Context: an optimization exercise on an open-source flow, tuned for small area, a short achievable clock period and few clock cycles per item. The choices shown serve that exercise and are no tape-out recipe. The RTL was checked by simulation tests, not by an equivalence proof against the original design. Power figures rest on the tool's default switching activity, not on a simulated workload.

## gf2m_fu
module gf2m_fu (
    input  wire        clk,
    input  wire        rst,         
    input  wire        in_valid,
    output wire        in_ready,
    input  wire [2:0]  in_op,       
    input  wire [2:0]  in_pset,     
    input  wire [31:0] in_a,
    input  wire [31:0] in_b,
    output wire        out_valid,
    input  wire        out_ready,
    output wire [31:0] out_res,
    output wire [2:0]  out_err      
);
Settings: LEC_CHECK=0, CAP_MARGIN=20, CORE_MARGIN=2, CORE_UTILIZATION=40, CTS_BUF_LIST=sky130_fd_sc_hd__clkbuf_4 sky130_fd_sc_hd__clkbuf_8, PLACE_DENSITY=0.6, SETUP_SLACK_MARGIN=3.0, SLEW_MARGIN=20; clock period 7.0 ns.
standard.sh (not shown) runs the stock make flow with config.mk's settings and CLKGATE_MAP_FILE= SYNTH_SCRIPT=/design/flow/synth_recipe.tcl, a recipe that flattens the netlist after the stock synthesis.
==> flow/flow/run.sh <==
#!/bin/bash
# The standard layout, with two changes:
# - the port buffers are the smallest buffer cell (sky130_fd_sc_hd__buf_1)
#   instead of the delay cell buffer_ports picks by default;
# - the 3-input XOR/XNOR cells are kept out of synthesis and repair (added to
#   the platform's don't-use list), so the GF(2) XOR trees map to 2-input
#   cells, which are smaller and faster here.
set -euo pipefail
export BUFFER_PORTS_ARGS="-buffer_cell sky130_fd_sc_hd__buf_1"
DONT_USE="sky130_fd_sc_hd__probe_p_8 sky130_fd_sc_hd__probec_p_8 sky130_fd_sc_hd__lpflow_bleeder_1 sky130_fd_sc_hd__lpflow_clkbufkapwr_1 sky130_fd_sc_hd__lpflow_clkbufkapwr_16 sky130_fd_sc_hd__lpflow_clkbufkapwr_2 sky130_fd_sc_hd__lpflow_clkbufkapwr_4 sky130_fd_sc_hd__lpflow_clkbufkapwr_8 sky130_fd_sc_hd__lpflow_clkinvkapwr_1 sky130_fd_sc_hd__lpflow_clkinvkapwr_16 sky130_fd_sc_hd__lpflow_clkinvkapwr_2 sky130_fd_sc_hd__lpflow_clkinvkapwr_4 sky130_fd_sc_hd__lpflow_clkinvkapwr_8 sky130_fd_sc_hd__lpflow_decapkapwr_12 sky130_fd_sc_hd__lpflow_decapkapwr_3 sky130_fd_sc_hd__lpflow_decapkapwr_4 sky130_fd_sc_hd__lpflow_decapkapwr_6 sky130_fd_sc_hd__lpflow_decapkapwr_8 sky130_fd_sc_hd__lpflow_inputiso0n_1 sky130_fd_sc_hd__lpflow_inputiso0p_1 sky130_fd_sc_hd__lpflow_inputiso1n_1 sky130_fd_sc_hd__lpflow_inputiso1p_1 sky130_fd_sc_hd__lpflow_inputisolatch_1 sky130_fd_sc_hd__lpflow_isobufsrc_1 sky130_fd_sc_hd__lpflow_isobufsrc_16 sky130_fd_sc_hd__lpflow_isobufsrc_2 sky130_fd_sc_hd__lpflow_isobufsrc_4 sky130_fd_sc_hd__lpflow_isobufsrc_8 sky130_fd_sc_hd__lpflow_isobufsrckapwr_16 sky130_fd_sc_hd__lpflow_lsbuf_lh_hl_isowell_tap_1 sky130_fd_sc_hd__lpflow_lsbuf_lh_hl_isowell_tap_2 sky130_fd_sc_hd__lpflow_lsbuf_lh_hl_isowell_tap_4 sky130_fd_sc_hd__lpflow_lsbuf_lh_isowell_4 sky130_fd_sc_hd__lpflow_lsbuf_lh_isowell_tap_1 sky130_fd_sc_hd__lpflow_lsbuf_lh_isowell_tap_2 sky130_fd_sc_hd__lpflow_lsbuf_lh_isowell_tap_4 sky130_fd_sc_hd__xor3_1 sky130_fd_sc_hd__xor3_2 sky130_fd_sc_hd__xor3_4 sky130_fd_sc_hd__xnor3_1 sky130_fd_sc_hd__xnor3_2 sky130_fd_sc_hd__xnor3_4"
bash standard.sh "DONT_USE_CELLS=$DONT_USE" finish > standard_make.log 2>&1
Testbench counts at the start, summed over its fixed seeds: cycles 20,141, items 8,000.
Rerun with:
--- a/flow/design.v
+++ b/flow/design.v
@@ -166,20 +166,21 @@
         endcase
         if (dec_cfg) dec_kind = KD_ERR;
     end
     wire [1:0] dec_code = dec_ill ? 2'd1 : dec_cfg ? 2'd2 : dec_dom ? 2'd3 : 2'd0;
     wire [12:0] acc_in = (in_op == OP_DIV) ? in_b[12:0] :
                          (in_op == OP_ADD) ? (in_a[12:0] ^ in_b[12:0]) : in_a[12:0];
-    localparam X_ID = 0, X_S1 = 1, X_S3 = 2, X_S5_12 = 3, X_S7_13 = 4;
-    localparam Y_RB = 0, Y_RA = 1, Y_ACC = 2, Y_S1 = 3, Y_ONE = 4;
-    function [10:0] uop;
+    localparam X_ID = 0, X_S1_12 = 1, X_S1_13 = 2, X_S3_12 = 3, X_S5_12 = 4,
+               X_S3_13 = 5, X_S7_13 = 6;
+    localparam Y_RB = 0, Y_RA = 1, Y_ACC = 2, Y_S1_12 = 3, Y_S1_13 = 4, Y_ONE = 5;
+    function [13:0] uop;
         input [2:0] kd;
         input       m;
         input [2:0] st;
-        reg   [4:0] xs;
-        reg   [4:0] ys;
+        reg   [6:0] xs;
+        reg   [5:0] ys;
         reg         l;
         reg   [2:0] xk;    
         reg   [2:0] yk;    
         begin
             xk = 3'd1;
             yk = 3'd4;
@@ -208,47 +209,50 @@
                             default: begin xk = 3'd0; yk = 3'd1; l = 1'b1; end
                         endcase
                     end
                 end
                 default: l = 1'b1;
             endcase
-            xs = 5'd0;
+            xs = 7'd0;
             case (xk)
                 3'd0:    xs[X_ID] = 1'b1;
-                3'd1:    xs[X_S1] = 1'b1;
-                3'd3:    xs[X_S3] = 1'b1;
+                3'd1:    xs[m ? X_S1_13 : X_S1_12] = 1'b1;
+                3'd3:    xs[m ? X_S3_13 : X_S3_12] = 1'b1;
                 3'd5:    xs[X_S5_12] = 1'b1;
                 default: xs[X_S7_13] = 1'b1;
             endcase
-            ys = 5'd0;
+            ys = 6'd0;
             case (yk)
                 3'd0:    ys[Y_RB] = 1'b1;
                 3'd1:    ys[Y_RA] = 1'b1;
                 3'd2:    ys[Y_ACC] = 1'b1;
-                3'd3:    ys[Y_S1] = 1'b1;
+                3'd3:    ys[m ? Y_S1_13 : Y_S1_12] = 1'b1;
                 3'd4:    ys[Y_ONE] = 1'b1;
                 default: ys[(kd == KD_DIV) ? Y_RB : Y_RA] = 1'b1;
             endcase
             uop = {l, ys, xs};
         end
     endfunction
-    localparam [10:0] UOP_HOLD = {1'b1, 5'b10000, 5'b00001};
-    reg [4:0] xsel;
-    reg [4:0] ysel;
+    localparam [13:0] UOP_HOLD = {1'b1, 6'b100000, 7'b0000001};
+    reg [6:0] xsel;
+    reg [5:0] ysel;
     reg       last;
-    wire [12:0] s1 = m13 ? sq1_13(acc) : sq1_12(acc);
-    wire [12:0] s3 = m13 ? sq3_13(acc) : sq3_12(acc);
+    wire [12:0] s1_12 = sq1_12(acc);
+    wire [12:0] s1_13 = sq1_13(acc);
     wire [12:0] mx = ({13{xsel[X_ID]}}    & acc)
-                   | ({13{xsel[X_S1]}}    & s1)
-                   | ({13{xsel[X_S3]}}    & s3)
+                   | ({13{xsel[X_S1_12]}} & s1_12)
+                   | ({13{xsel[X_S1_13]}} & s1_13)
+                   | ({13{xsel[X_S3_12]}} & sq3_12(acc))
                    | ({13{xsel[X_S5_12]}} & sq5_12(acc))
+                   | ({13{xsel[X_S3_13]}} & sq3_13(acc))
                    | ({13{xsel[X_S7_13]}} & sq7_13(acc));
     wire [12:0] my = ({13{ysel[Y_ACC]}}   & acc)
                    | ({13{ysel[Y_RA]}}    & ra)
                    | ({13{ysel[Y_RB]}}    & rb)
-                   | ({13{ysel[Y_S1]}}    & s1)
+                   | ({13{ysel[Y_S1_12]}} & s1_12)
+                   | ({13{ysel[Y_S1_13]}} & s1_13)
                    | {12'd0, ysel[Y_ONE]};
     wire [24:0] p = clmul(mx, my);
     reg  [24:0] r13;
     reg  [22:0] r12;
     integer k;
     always @(*) begin
After rerunning: Power came out higher by roughly a tenth. Utilization is lower by 0.61 points. Via count is higher by a few percent. Count of clock-buffer cells in the layout is unchanged. Cell count rose by a few percent. Global-route usage increases by 0.37 points. Routed wire length climbs by a little under a tenth. Worst hold slack gets worse by 0.0066 ns. Synthesized area rose by a few percent. Non-clock buffer count falls by 7. Cell area came out higher by a few percent. Sequential power shrinks slightly. Worst setup slack degrades by 0.086 ns.
Testbench counts after the change, summed over its fixed seeds: cycles 20,141, items 8,000.

-- re-timing with driven ports --
Ports are ideal in the flow. The routed layouts listed here were re-timed in OpenROAD. Step 1, drivers: a clkbuf_16 drives clk and a buf_2 each remaining input, both assumed. Step 2 also shifts input and output timing later by t, the mid clock arrival at the registers, as if the neighbouring blocks saw the same clock. Three values: no drivers, after step 1, after step 2; two values: the first two.
run	t, ns	slack for setup (ns)	worst hold slack (ns)
the first run	0.382	3.147 / 3.147 / 3.147	0.467 / 0.467 / 0.467
the second run	0.384	3.061 / 3.061 / 3.061	0.461 / 0.461 / 0.461
After both steps every run listed still meets setup and hold.
